What follows belongs to an exercise in optimizing a design on an open flow for small area, a short achievable clock period and few clock cycles per item; a production flow would make more cautious choices.
Only simulation tests tie the RTL to the original design; equivalence was not proved.
Power and IR drop assume default switching activity.

## main
==> flow/design.v <==
module link_parser #(
    parameter CTR_W = 32
) (
    input  wire             clk,
    input  wire             rst,           
    input  wire             in_valid,
    input  wire [7:0]       in_data,
    output wire             in_ready,
    output wire             out_valid,
    input  wire             out_ready,
    output wire [7:0]       out_data,
    output wire             out_last,
    output reg  [CTR_W-1:0] err_framing,
    output reg  [CTR_W-1:0] err_length,
    output reg  [CTR_W-1:0] err_crc
);
    localparam [7:0] START   = 8'hAA;
    localparam [7:0] VERSION = 8'h01;
    localparam [7:0] STOP    = 8'h55;
    localparam [7:0] MAX_LEN = 8'd240;
    localparam integer N = 245;
    localparam [2:0] S_WAIT     = 3'd0,
                     S_HDR0     = 3'd1,
                     S_HDR1     = 3'd2,
                     S_HDR2     = 3'd3,
                     S_HDR3     = 3'd4,
                     S_PAYLOAD  = 3'd5,
                     S_CHECKSUM = 3'd6,
                     S_END      = 3'd7;
    reg       in_rdy;
    reg       ir_v;
    reg [7:0] ir_d;
    assign in_ready = in_rdy;
    always @(posedge clk) begin
        ir_d <= in_data;
        if (rst) ir_v <= 1'b0;
        else     ir_v <= in_valid && in_rdy;
    end
    reg [2:0] stage;
    reg [7:0] crc;
    reg [7:0] rem;                 
    reg [7:0] crc_next;
    integer k;
    always @(*) begin
        crc_next = ((stage == S_HDR0) ? 8'h00 : crc) ^ ir_d;
        for (k = 0; k < 8; k = k + 1)
            crc_next = crc_next[7] ? ((crc_next << 1) ^ 8'h31) : (crc_next << 1);
    end
    wire p_wait = ir_v && stage == S_WAIT;
    wire p_hdr0 = ir_v && stage == S_HDR0;
    wire p_hdr3 = ir_v && stage == S_HDR3;
    wire p_pay  = ir_v && stage == S_PAYLOAD;
    wire p_chk  = ir_v && stage == S_CHECKSUM;
    wire p_end  = ir_v && stage == S_END;
    wire len_bad = ir_d > MAX_LEN;
    wire crc_ok  = ir_d == crc;
    wire stop_ok = ir_d == STOP;
    reg  st_store;
    wire wr_en  = ir_v && st_store;
    wire commit = p_end && stop_ok;
    wire abort  = (p_hdr3 && len_bad) || (p_chk && !crc_ok) || (p_end && !stop_ok);
    reg ev_fram, ev_len, ev_crc;
    always @(posedge clk) begin
        if (rst) begin
            stage   <= S_WAIT;
            st_store <= 1'b0;
            ev_fram <= 1'b0;
            ev_len  <= 1'b0;
            ev_crc  <= 1'b0;
        end else begin
            ev_len  <= p_hdr3 && len_bad;
            ev_crc  <= p_chk && !crc_ok;
            ev_fram <= p_end && !stop_ok;
            if (ir_v) begin
                case (stage)
                    S_WAIT:     if (ir_d == START) stage <= S_HDR0;
                    S_HDR0:     stage <= (ir_d == VERSION) ? S_HDR1 : S_WAIT;
                    S_HDR1:     stage <= S_HDR2;
                    S_HDR2:     stage <= S_HDR3;
                    S_HDR3:     stage <= len_bad ? S_WAIT :
                                         (ir_d == 8'd0) ? S_CHECKSUM : S_PAYLOAD;
                    S_PAYLOAD:  if (rem == 8'd1) stage <= S_CHECKSUM;
                    S_CHECKSUM: stage <= crc_ok ? S_END : S_WAIT;
                    default:    stage <= S_WAIT;
                endcase
                case (stage)
                    S_HDR0:     st_store <= (ir_d == VERSION);
                    S_HDR1:     st_store <= 1'b1;
                    S_HDR2:     st_store <= 1'b1;
                    S_HDR3:     st_store <= !len_bad && (ir_d != 8'd0);
                    S_PAYLOAD:  st_store <= (rem != 8'd1);
                    default:    st_store <= 1'b0;
                endcase
            end
        end
    end
    always @(posedge clk) begin
        if (ir_v && stage != S_CHECKSUM && stage != S_END && stage != S_WAIT)
            crc <= crc_next;
        if (p_hdr3)
            rem <= ir_d;
        else if (p_pay)
            rem <= rem - 1'b1;
    end
    always @(posedge clk) begin
        if (rst) begin
            err_framing <= {CTR_W{1'b0}};
            err_length  <= {CTR_W{1'b0}};
            err_crc     <= {CTR_W{1'b0}};
        end else begin
            if (ev_fram) err_framing <= err_framing + 1'b1;
            if (ev_len)  err_length  <= err_length + 1'b1;
            if (ev_crc)  err_crc     <= err_crc + 1'b1;
        end
    end
    localparam integer R = 256;
    localparam integer D = 8;     
    reg  [7:0]     T;
    reg  [7:0]     lpos;           
    reg  [8*R-1:0] ring;           
    wire [7:0] vq = ~T;            
    reg        ractive;            
    reg  [7:0] rtap;               
    reg  [1:0] rs;                 
    reg  [7:0] rrem;               
    reg        room;               
    reg        in_att;             
    reg  [7:0] s_cur;              
    reg        cpend;              
    reg  [7:0] qm [0:D-1];
    reg  [3:0] qh, qt;
    reg  [4:0] qn;
    reg  [8:0] wb0, wb1;
    reg  [1:0] wbn;
    wire       live    = ractive || in_att || (qn != 5'd0);
    wire       vq_busy = live && (rtap == 8'hFF || lpos > rtap);
    wire       next_ok = lpos == 8'd0;           
    wire       p_st  = wr_en && !abort;
    wire       c_v   = (wbn != 2'd0) || p_st;
    wire [8:0] c     = (wbn != 2'd0) ? wb0 : {stage == S_HDR1, ir_d};
    wire       wr    = c_v && !vq_busy && (c[8] || next_ok);
    wire       pop_w = wr && (wbn != 2'd0);
    wire       psh_w = p_st && !(wr && wbn == 2'd0);
    wire [1:0] wbn_nx = abort ? 2'd0 : wbn + psh_w - pop_w;
    wire       t_start = wr && c[8];             
    wire       push_q  = cpend && wbn == 2'd0;   
    wire       cpend_nx = commit || (cpend && !push_q);
    wire [7:0] tail = ring[8*R-1 -: 8];
    wire [7:0] inj  = wr ? c[7:0] : tail;
    always @(posedge clk)
        ring <= {ring[8*R-9:0], inj};
    wire [7:0] slot = ring[8*rtap +: 8];
    wire       over = ractive && rs == 2'd3 && rrem == 8'd0;
    wire       cap  = ractive && !over && room;      
    reg       p_v, o0_v, o1_v;
    reg [7:0] p_d, o0_d, o1_d;
    reg       p_len, p_l, o0_l, o1_l;
    wire      p_last = p_len ? (p_d == 8'd0) : p_l;
    wire pop = o0_v && out_ready;
    wire mv  = p_v && !(o1_v && !pop);       
    wire [1:0] t_now = {1'b0, p_v} + {1'b0, o0_v} + {1'b0, o1_v};
    wire [1:0] t_nx  = t_now + cap - pop;
    wire [7:0] qhead = qm[qh];
    wire       jump  = (!ractive || over) && qn != 5'd0;
    reg  [7:0] rtap_nx;
    always @(*) begin
        if (ractive && !over)
            rtap_nx = cap ? rtap : rtap + 1'b1;
        else if (qn != 5'd0)
            rtap_nx = qhead + T + 1'b1;
        else if (in_att)
            rtap_nx = s_cur + T + 1'b1;
        else
            rtap_nx = t_start ? 8'd0 : lpos + 1'b1;
    end
    integer i;
    always @(posedge clk) begin
        if (rst) begin
            T       <= 8'd0;
            ractive <= 1'b0;
            lpos    <= 8'd0;
            rtap    <= 8'hFF;
            rs      <= 2'd0;
            room    <= 1'b0;
            in_att  <= 1'b0;
            cpend   <= 1'b0;
            wbn     <= 2'd0;
            qh      <= 4'd0;
            qt      <= 4'd0;
            qn      <= 5'd0;
            in_rdy  <= 1'b0;
            p_v     <= 1'b0;
            o0_v    <= 1'b0;
            o1_v    <= 1'b0;
        end else begin
            T      <= T + 1'b1;
            lpos   <= wr ? 8'd0 : lpos + 1'b1;
            in_rdy <= wbn_nx == 2'd0 && qn + cpend <= D - 1;
            room   <= t_nx != 2'd3;
            wbn    <= wbn_nx;
            cpend  <= cpend_nx;
            if (t_start) begin
                in_att <= 1'b1;
                s_cur  <= vq;
            end else if (push_q || abort) begin
                in_att <= 1'b0;
            end
            if (push_q)
                qt <= (qt == D - 1) ? 4'd0 : qt + 1'b1;
            if (jump)
                qh <= (qh == D - 1) ? 4'd0 : qh + 1'b1;
            qn <= qn + push_q - jump;
            rtap <= rtap_nx;
            if (jump) begin
                ractive <= 1'b1;
                rs      <= 2'd0;
            end else if (over) begin
                ractive <= 1'b0;
            end else if (cap) begin
                case (rs)
                    2'd0: rs <= 2'd1;
                    2'd1: rs <= 2'd2;
                    2'd2: rs <= 2'd3;
                    default: ;
                endcase
            end
            if (cap)     p_v <= 1'b1;
            else if (mv) p_v <= 1'b0;
            if (pop) begin
                o0_v <= o1_v || mv;
                o1_v <= o1_v && mv;
            end else if (mv) begin
                if (o0_v) o1_v <= 1'b1;
                else      o0_v <= 1'b1;
            end
        end
        if (push_q)
            qm[qt] <= s_cur;
        if (pop_w) wb0 <= (wbn == 2'd2) ? wb1 : {stage == S_HDR1, ir_d};
        else if (psh_w && wbn == 2'd0) wb0 <= {stage == S_HDR1, ir_d};
        if (psh_w && (wbn - pop_w) == 2'd1) wb1 <= {stage == S_HDR1, ir_d};
        if (cap) begin
            if (rs == 2'd2)      rrem <= slot;
            else if (rs == 2'd3) rrem <= rrem - 1'b1;
            p_d   <= slot;
            p_len <= rs == 2'd2;
            p_l   <= rs == 2'd3 && rrem == 8'd1;
        end
        if (pop) begin
            if (o1_v) begin
                o0_d <= o1_d; o0_l <= o1_l;
                o1_d <= p_d;  o1_l <= p_last;
            end else begin
                o0_d <= p_d;  o0_l <= p_last;
            end
        end else if (mv) begin
            if (o0_v) begin o1_d <= p_d; o1_l <= p_last; end
            else      begin o0_d <= p_d; o0_l <= p_last; end
        end
    end
    assign out_valid = o0_v;
    assign out_data  = o0_d;
    assign out_last  = o0_l;
endmodule
export LEC_CHECK = 0
export CAP_MARGIN = 20
export CORE_MARGIN = 2
export CORE_UTILIZATION = 40
export PLACE_DENSITY = 0.6
export SETUP_SLACK_MARGIN = 5
export SLEW_MARGIN = 20
create_clock -name core_clock -period 9.0 [get_ports {clk}]
standard.sh (not shown) runs the stock make flow with config.mk's settings and CLKGATE_MAP_FILE= SYNTH_SCRIPT=/design/flow/synth_recipe.tcl, a recipe that flattens the netlist after the stock synthesis.
==> flow/flow/run.sh <==
#!/bin/bash
set -euo pipefail
bash standard.sh SETUP_SLACK_MARGIN=6 finish > flow_make.log 2>&1
Testbench counts of main, summed over its fixed seeds: cycles 16,576, bytes 15,426.
[inputs] the feature branch vs main
-- flow/design.v --
<<< main, line 117
    localparam integer D = 8;     
    reg  [7:0]     T;
    reg  [7:0]     lpos;           
    reg  [8*R-1:0] ring;           
    wire [7:0] vq = ~T;            
    reg        ractive;            
    reg  [7:0] rtap;               
    reg  [1:0] rs;                 
>>> the feature branch, line 117
    localparam integer D = 8;     
    reg  [7:0]     T;
    reg  [7:0]     last;           
    reg  [8*R-1:0] ring;           
    wire [7:0] vq = ~T;            
    reg        ractive;            
    reg  [7:0] rq;                 
    reg  [7:0] rtap;               
    reg  [1:0] rs;                 
<<< main, line 133
    reg  [8:0] wb0, wb1;
    reg  [1:0] wbn;
    wire       live    = ractive || in_att || (qn != 5'd0);
    wire       vq_busy = live && (rtap == 8'hFF || lpos > rtap);
    wire       next_ok = lpos == 8'd0;           
    wire       p_st  = wr_en && !abort;
    wire       c_v   = (wbn != 2'd0) || p_st;
>>> the feature branch, line 134
    reg  [8:0] wb0, wb1;
    reg  [1:0] wbn;
    reg  [7:0] span;
    wire       live    = ractive || in_att || (qn != 5'd0);
    wire       vq_busy = live && (rtap == 8'hFF || rtap < span);
    wire       next_ok = (vq == last - 1'b1);    
    wire       p_st  = wr_en && !abort;
    wire       c_v   = (wbn != 2'd0) || p_st;
<<< main, line 163
    wire [7:0] qhead = qm[qh];
    wire       jump  = (!ractive || over) && qn != 5'd0;
    reg  [7:0] rtap_nx;
    always @(*) begin
        if (ractive && !over)
            rtap_nx = cap ? rtap : rtap + 1'b1;
        else if (qn != 5'd0)
            rtap_nx = qhead + T + 1'b1;
        else if (in_att)
            rtap_nx = s_cur + T + 1'b1;
        else
            rtap_nx = t_start ? 8'd0 : lpos + 1'b1;
    end
    integer i;
>>> the feature branch, line 165
    wire [7:0] qhead = qm[qh];
    wire       jump  = (!ractive || over) && qn != 5'd0;
    reg  [7:0] rq_nx;
    always @(*) begin
        if (ractive && !over)
            rq_nx = cap ? rq - 1'b1 : rq;
        else if (qn != 5'd0)
            rq_nx = qhead;
        else if (in_att)
            rq_nx = s_cur;
        else
            rq_nx = t_start ? vq : last;
    end
    integer i;
<<< main, line 178
        if (rst) begin
            T       <= 8'd0;
            ractive <= 1'b0;
            lpos    <= 8'd0;
            rtap    <= 8'hFF;
            rs      <= 2'd0;
>>> the feature branch, line 180
        if (rst) begin
            T       <= 8'd0;
            last    <= 8'd0;
            ractive <= 1'b0;
            rq      <= 8'hFF;
            span    <= 8'hFF;
            rtap    <= 8'hFF;
            rs      <= 2'd0;
<<< main, line 195
        end else begin
            T      <= T + 1'b1;
            lpos   <= wr ? 8'd0 : lpos + 1'b1;
            in_rdy <= wbn_nx == 2'd0 && qn + cpend <= D - 1;
            room   <= t_nx != 2'd3;
            wbn    <= wbn_nx;
>>> the feature branch, line 199
        end else begin
            T      <= T + 1'b1;
            if (wr) last <= vq;
            in_rdy <= wbn_nx == 2'd0 && qn + push_q - jump + cpend_nx <= D - 1;
            span   <= rq_nx - (wr ? vq : last);
            room   <= t_nx != 2'd3;
            wbn    <= wbn_nx;
<<< main, line 211
                qh <= (qh == D - 1) ? 4'd0 : qh + 1'b1;
            qn <= qn + push_q - jump;
            rtap <= rtap_nx;
            if (jump) begin
                ractive <= 1'b1;
>>> the feature branch, line 216
                qh <= (qh == D - 1) ? 4'd0 : qh + 1'b1;
            qn <= qn + push_q - jump;
            rq   <= rq_nx;
            rtap <= rq_nx + T + 1'b1;
            if (jump) begin
                ractive <= 1'b1;
--- outcome ---
- Delta (the feature branch minus main): power saw a decrease, netlist area before placement saw an increase, count of inverters other than clock inverters in the layout saw a decrease, non-clock buffer count saw an increase, internal power summed over all cells saw a decrease.
- Diff main -> the feature branch: clock buffer and inverter area fraction after layout fell 0.53 points, via count of the first global-routing pass rose 3.8%, sequential power share fell 0.2 points, synthesized-area fraction occupied by and/or/nand/nor cells about even.
- The feature branch has completed all stages; timing, DRC and antenna checks passed.
Testbench counts of the feature branch, summed over its fixed seeds: cycles 16,576, bytes 15,426.


== the reference run ==
RTL: the design.v shown in full above, as it stands there.
==> flow/config.mk <==
export PLATFORM = sky130hd
export DESIGN_NAME = link_parser
export DESIGN_NICKNAME = link_parser
export VERILOG_FILES = /design/flow/design.v
export SDC_FILE = /design/flow/constraint.sdc
export NUM_CORES = 4
export LEC_CHECK = 0
export CAP_MARGIN = 20
export CORE_MARGIN = 2
export CORE_UTILIZATION = 40
export CTS_CLUSTER_DIAMETER = 100
export CTS_CLUSTER_SIZE = 25
export PLACE_DENSITY = 0.6
export SETUP_SLACK_MARGIN = 5
export SLEW_MARGIN = 20
==> flow/constraint.sdc <==
create_clock -name core_clock -period 9.0 [get_ports {clk}]
set_input_delay 1.8000 -clock core_clock [delete_from_list [all_inputs] [get_ports {clk}]]
set_output_delay 1.8000 -clock core_clock [all_outputs]
set_load 0.01 [all_outputs]
Scripts as last shown in full above: flow/flow/run.sh
Testbench counts of the reference run, summed over its fixed seeds: cycles 16,576, bytes 15,426.
What the trial run does differently from the reference run at the input level:
--- a/flow/design.v
+++ b/flow/design.v
@@ -119,13 +119,14 @@
     reg  [7:0]     lpos;           
     reg  [8*R-1:0] ring;           
     wire [7:0] vq = ~T;            
     reg        ractive;            
     reg  [7:0] rtap;               
     reg  [1:0] rs;                 
-    reg  [7:0] rrem;               
+    reg  [7:0] rlen;               
+    reg  [7:0] rcnt;               
     reg        room;               
     reg        in_att;             
     reg  [7:0] s_cur;              
     reg        cpend;              
     reg  [7:0] qm [0:D-1];
     reg  [3:0] qh, qt;
@@ -147,13 +148,13 @@
     wire       cpend_nx = commit || (cpend && !push_q);
     wire [7:0] tail = ring[8*R-1 -: 8];
     wire [7:0] inj  = wr ? c[7:0] : tail;
     always @(posedge clk)
         ring <= {ring[8*R-9:0], inj};
     wire [7:0] slot = ring[8*rtap +: 8];
-    wire       over = ractive && rs == 2'd3 && rrem == 8'd0;
+    wire       over = ractive && rs == 2'd3 && rcnt == rlen;
     wire       cap  = ractive && !over && room;      
     reg       p_v, o0_v, o1_v;
     reg [7:0] p_d, o0_d, o1_d;
     reg       p_len, p_l, o0_l, o1_l;
     wire      p_last = p_len ? (p_d == 8'd0) : p_l;
     wire pop = o0_v && out_ready;
@@ -237,17 +238,17 @@
         if (push_q)
             qm[qt] <= s_cur;
         if (pop_w) wb0 <= (wbn == 2'd2) ? wb1 : {stage == S_HDR1, ir_d};
         else if (psh_w && wbn == 2'd0) wb0 <= {stage == S_HDR1, ir_d};
         if (psh_w && (wbn - pop_w) == 2'd1) wb1 <= {stage == S_HDR1, ir_d};
         if (cap) begin
-            if (rs == 2'd2)      rrem <= slot;
-            else if (rs == 2'd3) rrem <= rrem - 1'b1;
+            if (rs == 2'd2) rlen <= slot;
+            rcnt <= (rs == 2'd2) ? 8'd0 : rcnt + 1'b1;
             p_d   <= slot;
             p_len <= rs == 2'd2;
-            p_l   <= rs == 2'd3 && rrem == 8'd1;
+            p_l   <= rs == 2'd3 && rcnt + 1'b1 == rlen;
         end
         if (pop) begin
             if (o1_v) begin
                 o0_d <= o1_d; o0_l <= o1_l;
                 o1_d <= p_d;  o1_l <= p_last;
             end else begin
Findings:
The trial run against the reference run: count of different cell masters after synthesis lower, worst slew margin relative to its limit higher, multiplexer area fraction after synthesis higher. Core utilization: the trial run lower than the reference run. The estimated power of the trial run ends up lower than the estimate for the reference run. Taking the reference run as the reference, in the trial run share of total power consumed by net switching went down 2.4 points, sequential power essentially unchanged. The reference run reports its origin of the worst setup path as rtap[1]$_SDFFE_PP1P_ while the trial run reports rtap[0]$_SDFFE_PP1P_. The trial run went all the way through the flow, and no timing, DRC or antenna check failed. Having completed the whole flow, the reference run delivered a layout that passed the timing, design-rule and antenna checks. From the reference run to the trial run the numbers moved as follows: worst hold slack increased 0.018 ns; via count has decreased; worst setup slack moved up; critical path depth now sits at about the same level; synthesized-area fraction occupied by ao, oa, aoi and oai cells decreased 0.73 points.
Testbench counts of the trial run, summed over its fixed seeds: cycles 16,576, bytes 15,426.

port drivers added, routing unchanged:
No port has a modelled driver above. Below, the same layouts with a new extraction and two added sets of constraints.
Step 1 assumes that a clkbuf_16 drives the clock port and a buf_2 every other input.
Step 2 also shifts input and output timing later by t, the mid clock arrival at the registers, as if the neighbouring blocks saw the same clock.
Three values: ideal, step 1, step 2; two values: the first two.
run	t, ns	setup WS [ns]	clock arrival spread, ns	worst slew at a driven data input, ns	cell pins on the clock port's net
main	0.921	5.809 / 5.744 / 5.288	0.103 / 0.103	0.05	1
the feature branch	0.902	4.856 / 4.856 / 4.856	0.046 / 0.046	0.05	1
the reference run	0.840	5.800 / 5.795 / 5.324	0.084 / 0.084	0.05	1
the trial run	0.836	5.866 / 5.823 / 5.245	0.049 / 0.048	0.09	1
After both steps setup and hold are still met in every run listed. For the trial run, which loses most, drivers alone change the setup slack by -0.043 ns; drivers and shift together by -0.621 ns.
